What follows belongs to an exercise in optimizing a design on an open flow for a short achievable clock period and few clock cycles; a production flow would make more cautious choices.
The RTL was checked by simulation tests, not by an equivalence proof against the original design.

==> design/flow/design.v <==
module svm_core (
    input  wire        clk,
    input  wire        rst,           
    input  wire [31:0] plen,          
    output reg         if_req,
    output reg  [30:0] if_addr,
    input  wire        if_ready,
    input  wire [31:0] if_rdata,      
    output reg         dm_req,
    output reg         dm_we,
    output reg         dm_word,       
    output reg  [15:0] dm_addr,
    output reg  [31:0] dm_wdata,
    input  wire        dm_ready,
    input  wire [31:0] dm_rdata,      
    output reg         st_req,
    output reg         st_we,
    output reg  [7:0]  st_addr,
    output reg  [31:0] st_wdata,
    input  wire        st_ready,
    input  wire [31:0] st_rdata,      
    output wire        sys_req,
    output wire [2:0]  sys_id,
    output wire [15:0] sys_slen,
    input  wire        sys_resp,
    input  wire        sys_fail,
    input  wire [31:0] sys_word,
    output wire [15:0] sys_lidx,
    input  wire [7:0]  sys_lbyte,
    output reg  [1:0]  status,        
    output reg  [3:0]  fault_cause,
    output reg  [31:0] fault_info,
    output wire [4:0]  flags,         
    output wire [7:0]  stack_depth,
    input  wire [3:0]  dbg_sel,
    output reg  [31:0] dbg_data
);
    localparam ST_RUN = 2'd0, ST_BLK = 2'd1, ST_HLT = 2'd2, ST_FLT = 2'd3;
    localparam F_ILLEGAL = 4'd1, F_FETCH = 4'd2, F_REGIDX = 4'd3, F_MEM = 4'd4,
               F_BYTE = 4'd5, F_SOVF = 4'd6, F_SUNF = 4'd7, F_DIV0 = 4'd8,
               F_SYSID = 4'd9, F_SYSIO = 4'd10;
    localparam OP_MOVD = 6'd1,  OP_MOVR = 6'd2,  OP_ADDD = 6'd3,  OP_ADDR = 6'd4,
               OP_SUBD = 6'd5,  OP_SUBR = 6'd6,  OP_MULD = 6'd7,  OP_MULR = 6'd8,
               OP_DIVD = 6'd9,  OP_DIVR = 6'd10, OP_XORD = 6'd11, OP_XORR = 6'd12,
               OP_ORD  = 6'd13, OP_ORR  = 6'd14, OP_ANDD = 6'd15, OP_ANDR = 6'd16,
               OP_NOTD = 6'd17, OP_NOTR = 6'd18, OP_INC  = 6'd19, OP_DEC  = 6'd20,
               OP_CMPD = 6'd21, OP_CMPR = 6'd22, OP_LABEL= 6'd23, OP_JMP  = 6'd24,
               OP_JE   = 6'd25, OP_JNE  = 6'd26, OP_JG   = 6'd27, OP_JB   = 6'd28,
               OP_CALL = 6'd29, OP_RETN = 6'd30, OP_WBD  = 6'd31, OP_WBR  = 6'd32,
               OP_WWD  = 6'd33, OP_WWR  = 6'd34, OP_RBD  = 6'd35, OP_RBR  = 6'd36,
               OP_RWD  = 6'd37, OP_RWR  = 6'd38, OP_PUSH = 6'd39, OP_POP  = 6'd40,
               OP_HALT = 6'd41, OP_INT  = 6'd42;
    localparam S_BOUND = 5'd0,  S_OPW   = 5'd1,  S_F1    = 5'd2,  S_F1W   = 5'd3,
               S_F2    = 5'd4,  S_F2W   = 5'd5,  S_EXEC  = 5'd6,  S_MEM   = 5'd7,
               S_MEMW  = 5'd8,  S_STK   = 5'd9,  S_STKW  = 5'd10, S_DIV   = 5'd11,
               S_DIVF  = 5'd12, S_STR   = 5'd13, S_STRW  = 5'd14, S_SYS   = 5'd15,
               S_LINE  = 5'd16, S_HALT  = 5'd17, S_FAULT = 5'd18;
    reg  [31:0] regs [0:7];    
    reg  [31:0] ip;            
    reg         f_of, f_uf, f_gt, f_lt, f_eq;
    reg  [7:0]  sp;
    reg  [4:0]  state;
    reg  [31:0] ip0;
    reg  [5:0]  op;
    reg  [1:0]  nops;          
    reg  [31:0] o1, o2;
    reg  [3:0]  wb_reg;        
    reg  [31:0] div_a, div_b;
    reg  [31:0] div_q, div_r;
    reg  [5:0]  div_cnt;
    reg  [31:0] str_ptr;
    reg  [15:0] str_len;
    reg  [31:0] line_len;
    reg  [15:0] line_idx;
    assign flags       = {f_eq, f_lt, f_gt, f_uf, f_of};
    assign stack_depth = sp;
    assign sys_req     = (state == S_SYS);
    assign sys_id      = o1[2:0];
    assign sys_slen    = str_len;
    assign sys_lidx    = line_idx;
    function [31:0] rdreg;
        input [31:0] idx;
        begin
            if (idx[3:0] == 4'd8) rdreg = ip;
            else                  rdreg = regs[idx[2:0]];
        end
    endfunction
    always @(*) begin
        if (dbg_sel == 4'd8)      dbg_data = ip;
        else if (dbg_sel < 4'd8)  dbg_data = regs[dbg_sel[2:0]];
        else                      dbg_data = 32'd0;
    end
    wire        fetched_legal = (if_rdata >= 32'd1) && (if_rdata <= 32'd42);
    reg  [1:0]  fetched_nops;
    always @(*) begin
        case (if_rdata[5:0])
            OP_INC, OP_DEC, OP_LABEL, OP_JMP, OP_JE, OP_JNE, OP_JG, OP_JB,
            OP_CALL, OP_PUSH, OP_POP, OP_INT: fetched_nops = 2'd1;
            OP_RETN, OP_HALT:                 fetched_nops = 2'd0;
            default:                          fetched_nops = 2'd2;
        endcase
    end
    wire        o1_isreg = (op <= OP_CMPR && op != OP_LABEL) || op == OP_WBR || op == OP_WWR ||
                           (op >= OP_RBD && op <= OP_RWR) || op == OP_PUSH || op == OP_POP;
    wire        o2_isreg = ((op <= OP_NOTR) && !op[0]) || op == OP_CMPR || op == OP_WBR ||
                           op == OP_WWR || op == OP_RBR || op == OP_RWR;
    wire        o1_bad   = o1_isreg && (o1 > 32'd8);
    wire        o2_bad   = o2_isreg && (o2 > 32'd8);
    wire [31:0] va = rdreg(o1);
    wire [31:0] vb = o2_isreg ? rdreg(o2) : o2;
    wire [32:0] add_s = {va[31], va} + {vb[31], vb};
    wire [32:0] sub_s = {va[31], va} - {vb[31], vb};
    wire [63:0] mul_p = $signed(va) * $signed(vb);
    wire        add_of = (add_s[32:31] == 2'b01);
    wire        add_uf = (add_s[32:31] == 2'b10);
    wire        sub_of = (sub_s[32:31] == 2'b01);
    wire        sub_uf = (sub_s[32:31] == 2'b10);
    wire        mul_of = !((&mul_p[63:31]) || !(|mul_p[63:31]));
    wire        cmp_eq = (va == vb);
    wire        cmp_agtb = ($signed(va) > $signed(vb));
    wire [31:0] ipd_next = ip + 32'd1;
    wire [31:0] jmp_dest = ip + o1;
    wire [31:0] mem_a = (op == OP_WBD || op == OP_WWD) ? o1 :
                        (op == OP_RBD || op == OP_RWD) ? o2 :
                        (op == OP_WBR || op == OP_WWR) ? va : vb;
    wire [31:0] mem_v = (op == OP_WBD || op == OP_WWD) ? o2 : vb;
    wire        mem_is_word = (op == OP_WWD || op == OP_WWR || op == OP_RWD || op == OP_RWR);
    wire        mem_oob = mem_is_word ? (mem_a > 32'd65532) : (mem_a > 32'd65535);
    wire        byte_bad = !((&mem_v[31:7]) || !(|mem_v[31:7]));
    wire [31:0] div_bmag  = div_b[31] ? -div_b : div_b;
    wire [32:0] div_trial = {div_r, div_q[31]} - {1'b0, div_bmag};
    wire [31:0] div_qs    = (div_a[31] ^ div_b[31]) ? -div_q : div_q;
    wire [31:0] div_rs    = div_a[31] ? -div_r : div_r;
    wire [33:0] line_end = {{2{regs[1][31]}}, regs[1]} + {2'b00, sys_word};
    wire        line_oob = regs[1][31] || ($signed(line_end) > $signed(34'd65535));
    integer i;
    always @(posedge clk) begin
        if (rst) begin
            for (i = 0; i < 8; i = i + 1) regs[i] <= 32'd0;
            ip          <= 32'd0;
            f_of <= 1'b0; f_uf <= 1'b0; f_gt <= 1'b0; f_lt <= 1'b0; f_eq <= 1'b0;
            sp          <= 8'd0;
            state       <= S_BOUND;
            status      <= ST_RUN;
            fault_cause <= 4'd0;
            fault_info  <= 32'd0;
            ip0 <= 32'd0; op <= 6'd0; nops <= 2'd0; o1 <= 32'd0; o2 <= 32'd0;
            wb_reg <= 4'd0;
            div_a <= 32'd0; div_b <= 32'd0; div_q <= 32'd0; div_r <= 32'd0; div_cnt <= 6'd0;
            str_ptr <= 32'd0; str_len <= 16'd0; line_len <= 32'd0; line_idx <= 16'd0;
            if_req <= 1'b0; if_addr <= 31'd0;
            dm_req <= 1'b0; dm_we <= 1'b0; dm_word <= 1'b0; dm_addr <= 16'd0; dm_wdata <= 32'd0;
            st_req <= 1'b0; st_we <= 1'b0; st_addr <= 8'd0; st_wdata <= 32'd0;
        end else begin
            case (state)
            S_BOUND: begin
                if ($signed(ip) >= $signed(plen)) begin
                    state  <= S_HALT;
                    status <= ST_HLT;
                end else if (ip[31]) begin
                    fault_cause <= F_FETCH;
                    fault_info  <= ip;
                    state       <= S_FAULT;
                    status      <= ST_FLT;
                end else begin
                    ip0 <= ip;
                    if (if_req && if_ready) begin
                        if_req <= 1'b0;
                        state  <= S_OPW;
                    end else begin
                        if_req  <= 1'b1;
                        if_addr <= ip[30:0];
                    end
                end
            end
            S_OPW: begin
                if (!fetched_legal) begin
                    fault_cause <= F_ILLEGAL;
                    fault_info  <= if_rdata;
                    ip          <= ip0;
                    state       <= S_FAULT;
                    status      <= ST_FLT;
                end else begin
                    op   <= if_rdata[5:0];
                    nops <= fetched_nops;
                    state <= (fetched_nops == 2'd0) ? S_EXEC : S_F1;
                end
            end
            S_F1: begin
                if (ip0 + 32'd1 >= plen) begin
                    fault_cause <= F_FETCH;
                    fault_info  <= ip0 + 32'd1;
                    ip          <= ip0;
                    state       <= S_FAULT;
                    status      <= ST_FLT;
                end else if (if_req && if_ready) begin
                    if_req <= 1'b0;
                    ip     <= ip0 + 32'd1;
                    state  <= S_F1W;
                end else begin
                    if_req  <= 1'b1;
                    if_addr <= ip0[30:0] + 31'd1;
                end
            end
            S_F1W: begin
                o1    <= if_rdata;
                state <= (nops == 2'd1) ? S_EXEC : S_F2;
            end
            S_F2: begin
                if (ip0 + 32'd2 >= plen) begin
                    fault_cause <= F_FETCH;
                    fault_info  <= ip0 + 32'd2;
                    ip          <= ip0;
                    state       <= S_FAULT;
                    status      <= ST_FLT;
                end else if (if_req && if_ready) begin
                    if_req <= 1'b0;
                    ip     <= ip0 + 32'd2;
                    state  <= S_F2W;
                end else begin
                    if_req  <= 1'b1;
                    if_addr <= ip0[30:0] + 31'd2;
                end
            end
            S_F2W: begin
                o2    <= if_rdata;
                state <= S_EXEC;
            end
            S_EXEC: begin
                if (o1_bad) begin
                    fault_cause <= F_REGIDX;
                    fault_info  <= o1;
                    ip          <= ip0;
                    state       <= S_FAULT;
                    status      <= ST_FLT;
                end else if (o2_bad) begin
                    fault_cause <= F_REGIDX;
                    fault_info  <= o2;
                    ip          <= ip0;
                    state       <= S_FAULT;
                    status      <= ST_FLT;
                end else begin
                    case (op)
                    OP_MOVD, OP_MOVR: begin
                        if (o1[3:0] == 4'd8) ip <= vb + 32'd1;
                        else begin
                            regs[o1[3:0][2:0]] <= vb;
                            ip <= ipd_next;
                        end
                        state <= S_BOUND;
                    end
                    OP_ADDD, OP_ADDR: begin
                        f_of <= add_of; f_uf <= add_uf; f_gt <= 1'b0; f_lt <= 1'b0; f_eq <= 1'b0;
                        begin
                            if (o1[3:0] == 4'd8) ip <= add_s[31:0] + 32'd1;
                            else begin
                                regs[o1[3:0][2:0]] <= add_s[31:0];
                                ip <= ipd_next;
                            end
                            state <= S_BOUND;
                        end
                    end
                    OP_SUBD, OP_SUBR: begin
                        f_of <= sub_of; f_uf <= sub_uf; f_gt <= 1'b0; f_lt <= 1'b0; f_eq <= 1'b0;
                        begin
                            if (o1[3:0] == 4'd8) ip <= sub_s[31:0] + 32'd1;
                            else begin
                                regs[o1[3:0][2:0]] <= sub_s[31:0];
                                ip <= ipd_next;
                            end
                            state <= S_BOUND;
                        end
                    end
                    OP_MULD, OP_MULR: begin
                        f_of <= mul_of; f_uf <= 1'b0; f_gt <= 1'b0; f_lt <= 1'b0; f_eq <= 1'b0;
                        begin
                            if (o1[3:0] == 4'd8) ip <= mul_p[31:0] + 32'd1;
                            else begin
                                regs[o1[3:0][2:0]] <= mul_p[31:0];
                                ip <= ipd_next;
                            end
                            state <= S_BOUND;
                        end
                    end
                    OP_DIVD, OP_DIVR: begin
                        if (vb == 32'd0) begin
                            fault_cause <= F_DIV0;
                            fault_info  <= va;
                            ip          <= ip0;
                            state       <= S_FAULT;
                            status      <= ST_FLT;
                        end else begin
                            div_a   <= va;
                            div_b   <= vb;
                            div_q   <= va[31] ? -va : va;    
                            div_r   <= 32'd0;
                            div_cnt <= 6'd0;
                            state   <= S_DIV;
                        end
                    end
                    OP_XORD, OP_XORR: begin
                        if (o1[3:0] == 4'd8) ip <= va ^ vb + 32'd1;
                        else begin
                            regs[o1[3:0][2:0]] <= va ^ vb;
                            ip <= ipd_next;
                        end
                        state <= S_BOUND;
                    end
                    OP_ORD,  OP_ORR:  begin
                        if (o1[3:0] == 4'd8) ip <= va | vb + 32'd1;
                        else begin
                            regs[o1[3:0][2:0]] <= va | vb;
                            ip <= ipd_next;
                        end
                        state <= S_BOUND;
                    end
                    OP_ANDD, OP_ANDR: begin
                        if (o1[3:0] == 4'd8) ip <= va & vb + 32'd1;
                        else begin
                            regs[o1[3:0][2:0]] <= va & vb;
                            ip <= ipd_next;
                        end
                        state <= S_BOUND;
                    end
                    OP_NOTD, OP_NOTR: begin
                        if (o1[3:0] == 4'd8) ip <= ~vb + 32'd1;
                        else begin
                            regs[o1[3:0][2:0]] <= ~vb;
                            ip <= ipd_next;
                        end
                        state <= S_BOUND;
                    end
                    OP_INC: begin
                        f_of <= (va == 32'h7fffffff);
                        begin
                            if (o1[3:0] == 4'd8) ip <= va + 32'd1 + 32'd1;
                            else begin
                                regs[o1[3:0][2:0]] <= va + 32'd1;
                                ip <= ipd_next;
                            end
                            state <= S_BOUND;
                        end
                    end
                    OP_DEC: begin
                        f_uf <= (va == 32'h80000000);
                        begin
                            if (o1[3:0] == 4'd8) ip <= va - 32'd1 + 32'd1;
                            else begin
                                regs[o1[3:0][2:0]] <= va - 32'd1;
                                ip <= ipd_next;
                            end
                            state <= S_BOUND;
                        end
                    end
                    OP_CMPD: begin
                        f_eq <= cmp_eq;
                        f_gt <= !cmp_eq && cmp_agtb;
                        f_lt <= !cmp_eq && !cmp_agtb;
                        ip <= ipd_next; state <= S_BOUND;
                    end
                    OP_CMPR: begin
                        f_eq <= cmp_eq;
                        f_gt <= !cmp_eq && !cmp_agtb;
                        f_lt <= !cmp_eq && cmp_agtb;
                        ip <= ipd_next; state <= S_BOUND;
                    end
                    OP_LABEL: begin
                        ip <= ipd_next; state <= S_BOUND;
                    end
                    OP_JMP, OP_JE, OP_JNE, OP_JG, OP_JB: begin
                        if (op == OP_JMP || (op == OP_JE && f_eq) || (op == OP_JNE && !f_eq) ||
                            (op == OP_JG && f_gt) || (op == OP_JB && f_lt))
                            ip <= jmp_dest + 32'd1;
                        else
                            ip <= ipd_next;
                        state <= S_BOUND;
                    end
                    OP_CALL, OP_PUSH: begin
                        if (sp == 8'd255) begin
                            fault_cause <= F_SOVF;
                            fault_info  <= (op == OP_CALL) ? ip0 : va;
                            ip          <= ip0;
                            state       <= S_FAULT;
                            status      <= ST_FLT;
                        end else begin
                            st_req   <= 1'b1;
                            st_we    <= 1'b1;
                            st_addr  <= sp + 8'd1;
                            st_wdata <= (op == OP_CALL) ? ip0 : va;
                            state    <= S_STK;
                        end
                    end
                    OP_RETN: begin
                        if (sp == 8'd0) begin
                            ip    <= plen + 32'd1;
                            state <= S_BOUND;
                        end else begin
                            st_req  <= 1'b1;
                            st_we   <= 1'b0;
                            st_addr <= sp;
                            state   <= S_STK;
                        end
                    end
                    OP_POP: begin
                        if (sp == 8'd0) begin
                            fault_cause <= F_SUNF;
                            fault_info  <= 32'd0;
                            ip          <= ip0;
                            state       <= S_FAULT;
                            status      <= ST_FLT;
                        end else begin
                            st_req  <= 1'b1;
                            st_we   <= 1'b0;
                            st_addr <= sp;
                            wb_reg  <= o1[3:0];
                            state   <= S_STK;
                        end
                    end
                    OP_WBD, OP_WBR, OP_WWD, OP_WWR, OP_RBD, OP_RBR, OP_RWD, OP_RWR: begin
                        if ((op == OP_WBD || op == OP_WBR) && byte_bad) begin
                            fault_cause <= F_BYTE;
                            fault_info  <= mem_v;
                            ip          <= ip0;
                            state       <= S_FAULT;
                            status      <= ST_FLT;
                        end else if (mem_oob) begin
                            fault_cause <= F_MEM;
                            fault_info  <= mem_a;
                            ip          <= ip0;
                            state       <= S_FAULT;
                            status      <= ST_FLT;
                        end else begin
                            dm_req   <= 1'b1;
                            dm_we    <= (op <= OP_WWR);
                            dm_word  <= mem_is_word;
                            dm_addr  <= mem_a[15:0];
                            dm_wdata <= mem_v;
                            wb_reg   <= o1[3:0];
                            state    <= S_MEM;
                        end
                    end
                    OP_HALT: begin
                        ip    <= plen + 32'd1;
                        state <= S_BOUND;
                    end
                    OP_INT: begin
                        if (regs[0] > 32'd65535) begin
                            fault_cause <= F_MEM;
                            fault_info  <= regs[0];
                            ip          <= ip0;
                            state       <= S_FAULT;
                            status      <= ST_FLT;
                        end else begin
                            str_ptr <= regs[0];
                            dm_req  <= 1'b1;
                            dm_we   <= 1'b0;
                            dm_word <= 1'b0;
                            dm_addr <= regs[0][15:0];
                            state   <= S_STR;
                        end
                    end
                    default: begin
                        ip <= ipd_next; state <= S_BOUND;
                    end
                    endcase
                end
            end
            S_MEM: begin
                if (dm_ready) begin
                    dm_req <= 1'b0;
                    if (dm_we) begin
                        ip    <= ipd_next;
                        state <= S_BOUND;
                    end else begin
                        state <= S_MEMW;
                    end
                end
            end
            S_MEMW: begin
                if (dm_word) begin
                    if (wb_reg == 4'd8) ip <= dm_rdata + 32'd1;
                    else begin
                        regs[wb_reg[2:0]] <= dm_rdata;
                        ip <= ipd_next;
                    end
                    state <= S_BOUND;
                end
                else         begin
                    if (wb_reg == 4'd8) ip <= {{24{dm_rdata[7]}}, dm_rdata[7:0]} + 32'd1;
                    else begin
                        regs[wb_reg[2:0]] <= {{24{dm_rdata[7]}}, dm_rdata[7:0]};
                        ip <= ipd_next;
                    end
                    state <= S_BOUND;
                end
            end
            S_STK: begin
                if (st_ready) begin
                    st_req <= 1'b0;
                    if (st_we) begin
                        sp <= sp + 8'd1;
                        if (op == OP_CALL) ip <= o1 + 32'd1;
                        else               ip <= ipd_next;
                        state <= S_BOUND;
                    end else begin
                        state <= S_STKW;
                    end
                end
            end
            S_STKW: begin
                sp <= sp - 8'd1;
                if (op == OP_RETN) begin
                    ip    <= st_rdata + 32'd2;
                    state <= S_BOUND;
                end else begin
                    begin
                        if (wb_reg == 4'd8) ip <= st_rdata + 32'd1;
                        else begin
                            regs[wb_reg[2:0]] <= st_rdata;
                            ip <= ipd_next;
                        end
                        state <= S_BOUND;
                    end
                end
            end
            S_DIV: begin
                if (div_cnt == 6'd32) begin
                    state <= S_DIVF;
                end else begin
                    if (!div_trial[32]) begin
                        div_r <= div_trial[31:0];
                        div_q <= {div_q[30:0], 1'b1};
                    end else begin
                        div_r <= {div_r[30:0], div_q[31]};
                        div_q <= {div_q[30:0], 1'b0};
                    end
                    div_cnt <= div_cnt + 6'd1;
                end
            end
            S_DIVF: begin
                if (o1[3:0] == 4'd8) ip <= div_qs + 32'd1;
                else begin
                    regs[o1[2:0]] <= div_qs;
                    ip <= ipd_next;
                end
                regs[5] <= div_rs;
                state <= S_BOUND;
            end
            S_STR: begin
                if (dm_ready) begin
                    dm_req <= 1'b0;
                    state  <= S_STRW;
                end
            end
            S_STRW: begin
                if (dm_rdata[7:0] != 8'd0) begin
                    if (str_ptr == 32'd65535) begin
                        fault_cause <= F_MEM;
                        fault_info  <= 32'd65536;
                        ip          <= ip0;
                        state       <= S_FAULT;
                        status      <= ST_FLT;
                    end else begin
                        str_ptr <= str_ptr + 32'd1;
                        dm_req  <= 1'b1;
                        dm_addr <= str_ptr[15:0] + 16'd1;
                        state   <= S_STR;
                    end
                end else begin
                    str_len <= str_ptr[15:0] - regs[0][15:0];
                    if (o1 > 32'd5) begin
                        fault_cause <= F_SYSID;
                        fault_info  <= o1;
                        ip          <= ip0;
                        state       <= S_FAULT;
                        status      <= ST_FLT;
                    end else if (o1 == 32'd5) begin
                        regs[0] <= 32'd65536;
                        ip      <= ipd_next;
                        state   <= S_BOUND;
                    end else begin
                        status <= ST_BLK;
                        state  <= S_SYS;
                    end
                end
            end
            S_SYS: begin
                if (sys_resp) begin
                    if (sys_fail) begin
                        fault_cause <= F_SYSIO;
                        fault_info  <= o1;
                        ip          <= ip0;
                        state       <= S_FAULT;
                        status      <= ST_FLT;
                    end else if (o1 == 32'd0) begin
                        if (line_oob) begin
                            fault_cause <= F_MEM;
                            fault_info  <= regs[1];
                            ip          <= ip0;
                            state       <= S_FAULT;
                            status      <= ST_FLT;
                        end else begin
                            line_len <= sys_word;
                            line_idx <= 16'd0;
                            state    <= S_LINE;
                        end
                    end else begin
                        if (o1 == 32'd2 || o1 == 32'd4) regs[0] <= sys_word;
                        ip     <= ipd_next;
                        status <= ST_RUN;
                        state  <= S_BOUND;
                    end
                end
            end
            S_LINE: begin
                if (dm_req && dm_ready) begin
                    dm_req <= 1'b0;
                    if ({16'd0, line_idx} == line_len) begin
                        regs[0] <= line_len;
                        ip      <= ipd_next;
                        status  <= ST_RUN;
                        state   <= S_BOUND;
                    end else begin
                        line_idx <= line_idx + 16'd1;
                    end
                end else begin
                    dm_req   <= 1'b1;
                    dm_we    <= 1'b1;
                    dm_word  <= 1'b0;
                    dm_addr  <= regs[1][15:0] + line_idx;
                    dm_wdata <= ({16'd0, line_idx} == line_len) ? 32'd0 : {24'd0, sys_lbyte};
                end
            end
            S_HALT, S_FAULT: ;
            default: ;
            endcase
        end
    end
endmodule
==> design/flow/run.sh <==
#!/bin/bash
# synth_recipe.tcl (not shown) runs the flow's synth.tcl, then flattens the netlist and writes it again
# the make line also repeats each setting of config.mk as NAME=value (left out here)
make -C /OpenROAD-flow-scripts/flow DESIGN_CONFIG=/design/flow/config.mk WORK_HOME=/design/flow/orfs CLKGATE_MAP_FILE= SYNTH_SCRIPT=/design/flow/synth_recipe.tcl finish
==> design/flow/config.mk <==
export PLATFORM = sky130hd
export DESIGN_NAME = svm_core
export DESIGN_NICKNAME = svm_core
export VERILOG_FILES = /design/flow/design.v
export SDC_FILE = /design/flow/constraint.sdc
export NUM_CORES = 4
export LEC_CHECK = 0
export CAP_MARGIN = 20
export CORE_MARGIN = 2
export CORE_UTILIZATION = 40
export SLEW_MARGIN = 20
==> design/flow/constraint.sdc <==
create_clock -name core_clock -period 16.0 [get_ports {clk}]
set_input_delay 3.2000 -clock core_clock [delete_from_list [all_inputs] [get_ports {clk}]]
set_output_delay 3.2000 -clock core_clock [all_outputs]
set_load 0.01 [all_outputs]
==> results.txt <==
layout by cell type, fill, tap and decap left out, types with 71 or more instances in the layout:
master           instances
nor2_1                2115
inv_1                 1356
nand2_1               1251
fa_1                  1088
a21oi_1                901
o21ai_0                627
ha_1                   608
buf_4                  585
xnor2_1                534
dfxtp_1                519
clkdlybuf4s50_1        418
mux2i_1                308
xor2_1                 307
nand3_1                292
edfxtp_1               256
nor3_1                 242
a211oi_1               220
a221oi_1               174
o22ai_1                143
nand4_1                138
o211ai_1               137
nor4_1                 134
mux4_2                 132
a21o_1                 126
a22oi_1                115
o221ai_1               111
and3_1                 102
clkbuf_16              102
diode_2                101
nand2b_1                97
a31oi_1                 90
and2_1                  78
nor2b_1                 77
or3_1                   71
through the flow:
step                      setup slack [ps]
after floorplan                       4080
after global routing                  1680
final                                 1840
after CTS                             2490
after detailed placement              2550
after global placement                2660
kinds of logic after synthesis:
| logic type | after synthesis | synth area share |
|---|---|---|
| flops | 781 | 0.157 |
| fa+ha+maj | 1697 | 0.254 |
| simple gates | 4940 | 0.193 |
| compound gates | 3365 | 0.192 |
| xor+xnor | 847 | 0.0641 |
| mux | 489 | 0.0569 |
| buf+inv | 2463 | 0.0825 |
critical path: cells and delay by family (launching register included):
kind | cells | cell delay (ps)
flops | 1 | 640
fa+ha+maj | 9 | 4150
buf+inv | 9 | 1670
compound gates | 6 | 2120
simple gates | 8 | 4040
xor+xnor | 1 | 200
mux | 3 | 1100
metal layers:
layer	vias to the layer above	global-route usage	wire [um]
li1	50800	-	-
met1	62600	0.598	269000
met2	10700	0.691	297000
met3	2884	0.210	109000
met4	38	0.443	83000
met5	-	0.00756	832
final timing paths:
path,to,depth (start not counted),startpoint
max,ip[29]$_SDFFE_PP0P_,36,flop
min,st_wdata[7]$_SDFFE_PP0P_,2,st_wdata[7]$_SDFFE_PP0P_
max reg2reg,ip[29]$_SDFFE_PP0P_,36,flop
min reg2reg,st_wdata[7]$_SDFFE_PP0P_,2,st_wdata[7]$_SDFFE_PP0P_
cell type report:
class / count / area share
Inverter: 1405 / 0.0407
Sequential cell: 781 / 0.140
Multi-Input combinational cell: 11300 / 0.686
Clock inverter: 53 / 0.00439
Tap cell: 3781 / 0.0364
Antenna cell: 101 / 0.00195
Timing Repair Buffer: 1017 / 0.0677
Clock buffer: 137 / 0.0222
==> impl_metrics.toml <==
[drt]
ant_nets = 0
wl_per_cell_um = 40.8
first_pass_iters = 12
drc_errors = 0
routed_wl_um = 759000
vias = 127000
vias_per_cell = 6.82
drt_iter0_drc = 19800

[global_route]
grt_overflow = 0
grt_pass1_wl_um = 1020000
grt_pass1_vias = 119000
antenna_found_initial = 117
track_usage = 0.504
grt_max_degree = 84

[worst_setup_path]
r2r_slack_ps = 1840
slowest_delay_ps = 1020
cpMaxStageDelayCell = "nor2_1"
cp-end-kind = "flop"
crit_type = "flop to flop"
crit_path_frequent_cell = "inv_1"
path_max_fanout = 43
cp.arrival_ps = 14830
critPathLaunchType = "flop"
crit_required_ps = 16670

[logic_synthesis]
ys.flop_type = "dfxtp_1"
ys_seq_elements = 781
syn_area_per_cell_um2 = 7.94
synth-edff-count = 256
synth_cell_types = 121
ys_seq_area_frac = 0.157
netlist.area_leader.share = 0.188
synth_area_leaders = "fa_1, dfxtp_1, nor2_1"
syn_area_um2 = 116000
async_flop_share = 0
yosysMostFrequentCell = "nor2_1"
yosysWarnings = 1
yosys.area.top_type = "fa_1"
syn_nets = 16500
ys_top_cells_by_count = "nor2_1, inv_1, nand2_1"
syn_inst = 14600

[cts]
cts_resized = 0
clock-root-buffer = "clkbuf_16"
cts_tree = "built"
clk_pin_slew_worst_paths_ps = 60
h-tree-depth = 3
cts_sinks = 781
cts_setup_buffers = 0
clockBufferDepth = 3
insertion_delay_ps = 850
cts_buffers = 100
cts_hold_repair.buffers = 0

[sta]
fin_worst_skew_ps = 71.8
slew_viol_final = 0
fmax_ghz = 0.0706
grt_setup_unrepaired = "no"
timing.slew.headroom = 0.0438
hold_viol_final = 0
setup_violations = 0
whs_ps = 448
period_minus_slack_ps = 14160
finalCritPeriodShare = 0.885
tightest_slew_ps = 1420
fin_setup_tns_ps = 0

[cells_and_area]
regMostFlops = "regs"
ff_latch_area_um2 = 18200
fin_cells = 18600
largest_reg_flops = 256
fin_area_um2 = 130000
multi_input_area_um2 = 89100
drive_gt1_frac = 0.0832
fill_cells = 29300
area_growth_syn_to_layout_pct = 12.2
fin_nets = 16500
fin_util = 0.451

[run]
cap_violations = 0

[place]
dp_hpwl_um = 585000
place_inst = 18300
postPlaceCellArea_um2 = 126000
gp_congestion = 1.14
io_buffer_count = 422

[die]
die_y_um = 542
dieWidth_um = 542
ios = 423
die_area_um2 = 294000
fp-row-count = 197
core_area_um2 = 288000
initial_utilization = 0.402

[status]
outcome = "complete, no violations"

[hold_path]
hp-class = "flop to flop"
Testbench counts, summed over its fixed seeds: cycles 227,217.

[port drivers added, routing unchanged]
The results above use ideal ports. As a check the final layout listed here was re-extracted and re-timed, cells and wires unchanged. Step 1: set_driving_cell puts a clkbuf_16 on clk and a buf_2 on each other input, an assumption about the parent block. Step 2 times the ports against the registers' clock, not the clock port: input delays grow and output delays shrink by t, the midpoint of the rising clock arrivals with the driver on. Three values: no drivers, after step 1, after step 2; two values: the first two.
t (ns): 0.908
slack for setup (ns): 1.838 / 1.838 / 1.838
hold WS [ns]: 0.448 / 0.448 / 0.448
After both steps setup and hold are still met in this run. The setup slack of this run moves by 0.000 ns with the drivers and by 0.000 ns with both steps.
